What follows belongs to an exercise in optimizing a design on an open flow for small area, a short achievable clock period and few clock cycles per item; a production flow would make more cautious choices.
RTL that was checked went through simulation tests only; none was proved equivalent to the original.
Power is estimated from default activity; no workload was simulated.

==> flow/design.v (excerpt) <==
module simpledes_core (
    input  wire        clk,
    input  wire        rst,         
    input  wire [23:0] cmd,
    input  wire        cmd_valid,
    output wire        cmd_ready,
    output wire [11:0] dout,
    output wire [7:0]  status
);
For scale: about 340 cells after synthesis, ~41 flip-flops, roughly 48 I/O pins, about 3200 um2 of cells after synthesis.
clock: 4.5 ns
lec_check: 0
cap_margin: 20
core_margin: 2
core_utilization: 40
cts_buf_list: sky130_fd_sc_hd__clkbuf_16
setup_slack_margin: 1.5
slew_margin: 20
standard.sh (not shown) runs the stock make flow with config.mk's settings and CLKGATE_MAP_FILE= SYNTH_SCRIPT=/design/flow/synth_recipe.tcl, a recipe that flattens the netlist after the stock synthesis.
==> flow/flow/run.sh <==
#!/bin/bash
# Standard layout, with the port buffers made of a regular buffer cell instead of the
# delay cell buffer_ports picks by default.
set -euo pipefail
bash standard.sh "BUFFER_PORTS_ARGS=-buffer_cell sky130_fd_sc_hd__buf_1" finish > run_standard.log 2>&1
The starting point completed with no timing, DRC or antenna violations.
Next try:
Settings changed: CTS_BUF_LIST sky130_fd_sc_hd__clkbuf_16 to default.
Global-route usage is about the same.
Synthesized area stays the same.
Design area fell slightly.
Critical path depth does not change.
Next try:
Settings changed: TNS_END_PERCENT from default to 5.
Total power fell by 0.86%.
Utilization fell by 0.37 points.
Hold slack stays flat.
Next try:
Settings changed: SETUP_SLACK_MARGIN 1.5 to 1.6, TNS_END_PERCENT 5 to default.
Register-to-register slack improved by 0.11 ns.
Synthesized cell count stays the same.
Power rises by a few percent.
Setup slack is better by 0.12 ns.
Area after synthesis does not change.
Count of clock-buffer cells in the layout falls by 1.
Fmax went up by a few percent.
Worst hold slack gets better by 0.013 ns.
Function was not checked in any run of this note: the RTL went through the layout flow alone.

* * *

Another version of the RTL of simpledes_core (not shown whole).
For scale: roughly 360 cells after synthesis, ~41 flip-flops, roughly 3300 um2 of cells after synthesis.
// simpledes_core
module simpledes_core (
    input  wire        clk,
    input  wire        rst,         
    input  wire [23:0] cmd,
    input  wire        cmd_valid,
    output wire        cmd_ready,
    output wire [11:0] dout,
    output wire [7:0]  status
);
==> flow/config.mk <==
export PLATFORM = sky130hd
export DESIGN_NAME = simpledes_core
export DESIGN_NICKNAME = simpledes_core
export VERILOG_FILES = /design/flow/design.v
export SDC_FILE = /design/flow/constraint.sdc
export NUM_CORES = 4
export LEC_CHECK = 0
export CAP_MARGIN = 20
export CORE_MARGIN = 2
export CORE_UTILIZATION = 40
export SETUP_SLACK_MARGIN = 1.3
export SLEW_MARGIN = 20
==> flow/constraint.sdc <==
create_clock -name core_clock -period 4.5 [get_ports {clk}]
set_input_delay 0.9000 -clock core_clock [delete_from_list [all_inputs] [get_ports {clk}]]
set_output_delay 0.9000 -clock core_clock [all_outputs]
set_load 0.01 [all_outputs]
Scripts as last shown in full above: flow/flow/run.sh
The baseline finished with timing, DRC and antenna clean.
Then changed:
- SETUP_SLACK_MARGIN: 1.3 -> 1.7
Cell count climbs by 4.2%.
Worst hold slack improved by 0.0083 ns.
Global-route usage rose by 1.6 points.
Cell area rises by 14%.
Setup slack is better by 0.22 ns.
Non-clock buffer count went up by 19.
Clock power rose by 26%.
Synthesized cell count does not change.
Total power rose by 9.6%.
Core utilization climbs by 6.6 points.
Count of clock-buffer cells in the layout came out higher by 1.
Then changed:
- SETUP_SLACK_MARGIN: 1.7 -> 1.5
After rerunning: Maximum frequency came out lower by 2.4%. Routed wire length came out lower by 13%. Non-clock buffer count came out lower by 15. Die area is unchanged. Area after synthesis stays the same.
No run of this note included a check of the RTL's function; only the layout flow was run.

* * *

The RTL this note starts from:
==> flow/design.v <==
module simpledes_core (
    input  wire        clk,
    input  wire        rst,         
    input  wire [23:0] cmd,
    input  wire        cmd_valid,
    output wire        cmd_ready,
    output wire [11:0] dout,
    output wire [7:0]  status
);
    localparam [2:0] E_NONE    = 3'd0;
    localparam [2:0] E_ILLEGAL = 3'd1;
    localparam [2:0] E_RANGE   = 3'd2;
    localparam [2:0] E_NOKEY   = 3'd3;
    localparam [2:0] E_LOCKED  = 3'd4;
    function [7:0] expand;
        input [5:0] x;
        expand = {x[5], x[4], x[2], x[3], x[2], x[3], x[1], x[0]};
    endfunction
    localparam [15:0] S1B0 = 16'he155, S1B1 = 16'hac5a, S1B2 = 16'h6669;
    localparam [15:0] S2B0 = 16'h4b78, S2B1 = 16'h3ad4, S2B2 = 16'h991d;
    function [2:0] sbox1;
        input [3:0] a;
        sbox1 = {S1B2[a], S1B1[a], S1B0[a]};
    endfunction
    function [2:0] sbox2;
        input [3:0] a;
        sbox2 = {S2B2[a], S2B1[a], S2B0[a]};
    endfunction
    function [5:0] round_f;
        input [5:0] r;
        input [7:0] rk;
        reg   [7:0] x;
        begin
            x       = expand(r) ^ rk;
            round_f = {sbox1(x[7:4]), sbox2(x[3:0])};
        end
    endfunction
    function [5:0] sboxes;
        input [7:0] x;
        sboxes = {sbox1(x[7:4]), sbox2(x[3:0])};
    endfunction
    function [5:0] unexpand;
        input [7:0] x;
        input [7:0] k;
        unexpand = {x[7] ^ k[7], x[6] ^ k[6], x[4] ^ k[4], x[5] ^ k[5], x[1] ^ k[1], x[0] ^ k[0]};
    endfunction
    reg  [8:0]  key;
    reg         kv;
    reg         dv;
    reg  [2:0]  err;
    reg  [5:0]  hl, hr;
    reg  [8:0]  rot;
    reg  [4:0]  cur;
    reg         busy;
    wire        down = !cur[4];          
    wire [3:0]  op   = cmd[23:20];
    wire [3:0]  sr   = cmd[19:16];
    wire [3:0]  er   = cmd[15:12];
    wire [11:0] data = cmd[11:0];
    wire fields_zero = (sr == 4'd0) && (er == 4'd0);
    wire is_ldkey = (op == 4'h1) && fields_zero;
    wire is_enc   = (op == 4'h2) && fields_zero;
    wire is_dec   = (op == 4'h3) && fields_zero;
    wire is_proc  = (op == 4'h4);
    wire illegal  = !(is_ldkey || is_enc || is_dec || is_proc);
    reg [2:0] fault;
    always @(*) begin
        if (illegal)
            fault = E_ILLEGAL;
        else if (is_ldkey)
            fault = (data[11:9] != 3'd0) ? E_RANGE : (kv ? E_LOCKED : E_NONE);
        else if (is_proc && (sr == 4'd0 || er == 4'd0))
            fault = E_RANGE;
        else if (!kv)
            fault = E_NOKEY;
        else
            fault = E_NONE;
    end
    wire issue = cmd_valid && !busy;
    wire [7:0] k1    = key[8:1];
    wire [7:0] k2    = key[7:0];
    wire [7:0] in_kf = op[0] ? k2 : k1;
    wire [5:0] in_r  = data[11:6] ^ sboxes(expand(data[5:0]) ^ in_kf);
    wire [8:0] rot_n = down ? {rot[0], rot[8:1]} : {rot[7:0], rot[8]};
    wire [5:0] st_r  = hl ^ sboxes(expand(hr) ^ rot[8:1]);       
    wire [3:0] idx = {sr[3], sr[2], sr[1] | (op[1] & ~op[0]), sr[0] | (op[1] & op[0])};
    wire [8:0] b0  = {key[0], key[8:1]};
    wire [8:0] b1  = idx[0] ? {b0[7:0], b0[8]}   : b0;
    wire [8:0] b2  = idx[1] ? {b1[6:0], b1[8:7]} : b1;
    wire [8:0] b3  = idx[2] ? {b2[4:0], b2[8:5]} : b2;
    wire [8:0] b4  = idx[3] ? {b3[0], b3[8:1]}   : b3;
    wire go_c = issue && (err == E_NONE) && (fault == E_NONE) && !is_ldkey;
    always @(posedge clk) begin
        if (rst) begin
            busy <= 1'b0;
            kv   <= 1'b0;
            dv   <= 1'b0;
            err  <= E_NONE;
        end else if (busy) begin
            if (cur == 5'd1 || cur == 5'h1f) busy <= 1'b0;
        end else if (issue && err == E_NONE) begin
            if (fault != E_NONE) begin
                err <= fault;
            end else if (is_ldkey) begin
                key <= data[8:0];
                kv  <= 1'b1;
            end else begin
                dv <= 1'b1;
                if (is_proc) busy <= (sr != er);
            end
        end
    end
    wire       ld   = !busy && go_c;
    wire       hold = !busy && !go_c;
    wire [5:0] ld_l = is_proc ? data[11:6] : data[5:0];
    wire [5:0] ld_r = is_proc ? data[5:0] : in_r;
    always @(posedge clk) begin
        hl  <= ({6{busy}} & hr)    | ({6{ld}} & ld_l) | ({6{hold}} & hl);
        hr  <= ({6{busy}} & st_r)  | ({6{ld}} & ld_r) | ({6{hold}} & hr);
        rot <= ({9{busy}} & rot_n) | ({9{ld}} & b4)   | ({9{hold}} & rot);
    end
    always @(posedge clk)
        cur <= busy ? (down ? cur - 5'd1 : cur + 5'd1) : {1'b0, sr} - {1'b0, er};
    assign cmd_ready = !busy;
    assign dout      = {st_r, hr};
    assign status    = {3'b000, err, dv, kv};
endmodule
==> flow/config.mk <==
export PLATFORM = sky130hd
export DESIGN_NAME = simpledes_core
export DESIGN_NICKNAME = simpledes_core
export VERILOG_FILES = /design/flow/design.v
export SDC_FILE = /design/flow/constraint.sdc
export NUM_CORES = 4
export LEC_CHECK = 0
export CAP_MARGIN = 20
export CORE_MARGIN = 2
export CORE_UTILIZATION = 40
export SETUP_SLACK_MARGIN = 1.0
export SLEW_MARGIN = 20
==> flow/constraint.sdc <==
create_clock -name core_clock -period 4.5 [get_ports {clk}]
set_input_delay 0.9000 -clock core_clock [delete_from_list [all_inputs] [get_ports {clk}]]
set_output_delay 0.9000 -clock core_clock [all_outputs]
set_load 0.01 [all_outputs]
Scripts as last shown in full above: flow/flow/run.sh
Testbench counts at the start, summed over its fixed seeds: cycles 3,073, items 1,600.
==> next run, changes <==
- CORE_UTILIZATION: 40 -> 65
- PLACE_DENSITY: default -> 0.75
- SETUP_SLACK_MARGIN: 1.0 -> 1.3
Sequential cell count is unchanged.
Maximum frequency went up by 3.9%.
Via count came out higher by 1.6%.
Worst setup slack gains 0.12 ns.
Final cell count is lower by 6.7%.
First-iteration DRC count drops by 20%.
Sequential share of layout area barely changes.
Count of clock-buffer cells in the layout is unchanged.
Synthesized area stays the same.
Clock power went up by 9.5%.
==> next run, changes <==
- CORE_UTILIZATION: 65 -> 40
- PLACE_DENSITY: 0.75 -> default
- SETUP_SLACK_MARGIN: 1.3 -> 1.65
Effect:
- The changed run passed the timing, DRC and antenna checks
- setup slack is better by 0.22 ns
- clock skew stays flat
- global-route usage falls by 9.0 points
- clock power goes down by a few percent
- hold slack degrades by 0.0043 ns
- utilization went down by 25 points
- power came out higher by a few percent
- area after synthesis stays the same
- first-iteration DRC count fell by a quarter to a third
- final area rose by a few percent

## static timing again, ports no longer ideal
The results above use ideal ports. As a check the final layouts listed here were re-extracted and re-timed, cells and wires unchanged. Step 1: set_driving_cell puts a clkbuf_16 on clk and a buf_2 on each other input, an assumption about the parent block. Step 2 moves the port delays by t, midway between the first and last clock arrival at a register: inputs arrive t later, outputs are due t later. That takes back most of the time a late clock gives input paths. a / b / c = ideal ports / drivers / drivers and shift; a / b = the first two.
run	shift t [ns]	setup slack, ns	worst setup path after step 2	worst register clock-pin slew, ns
the first run of note 1	0.323	1.550 / 1.511 / 1.409	input to register	0.07 / 0.07
the second run of note 1	0.330	1.561 / 1.527 / 1.405	input to register	0.09 / 0.09
the third run of note 1	0.331	1.465 / 1.431 / 1.244	input to register	0.09 / 0.09
the fourth run of note 1	0.330	1.580 / 1.547 / 1.420	input to register	0.09 / 0.09
the first run of note 2	0.325	1.400 / 1.403 / 1.079	input to register	0.09 / 0.09
the second run of note 2	0.326	1.616 / 1.585 / 1.376	input to register	0.09 / 0.09
the third run of note 2	0.320	1.546 / 1.552 / 1.237	input to register	0.08 / 0.08
the first run of note 3	0.316	1.274 / 1.245 / 0.975	input to register	0.09 / 0.09
the second run of note 3	0.329	1.395 / 1.367 / 1.182	input to register	0.09 / 0.09
the third run of note 3	0.322	1.611 / 1.581 / 1.473	input to register	0.09 / 0.09
After both steps every run listed still meets setup and hold. For the first run of note 2, which loses most, drivers alone change the setup slack by +0.003 ns; drivers and shift together by -0.321 ns.
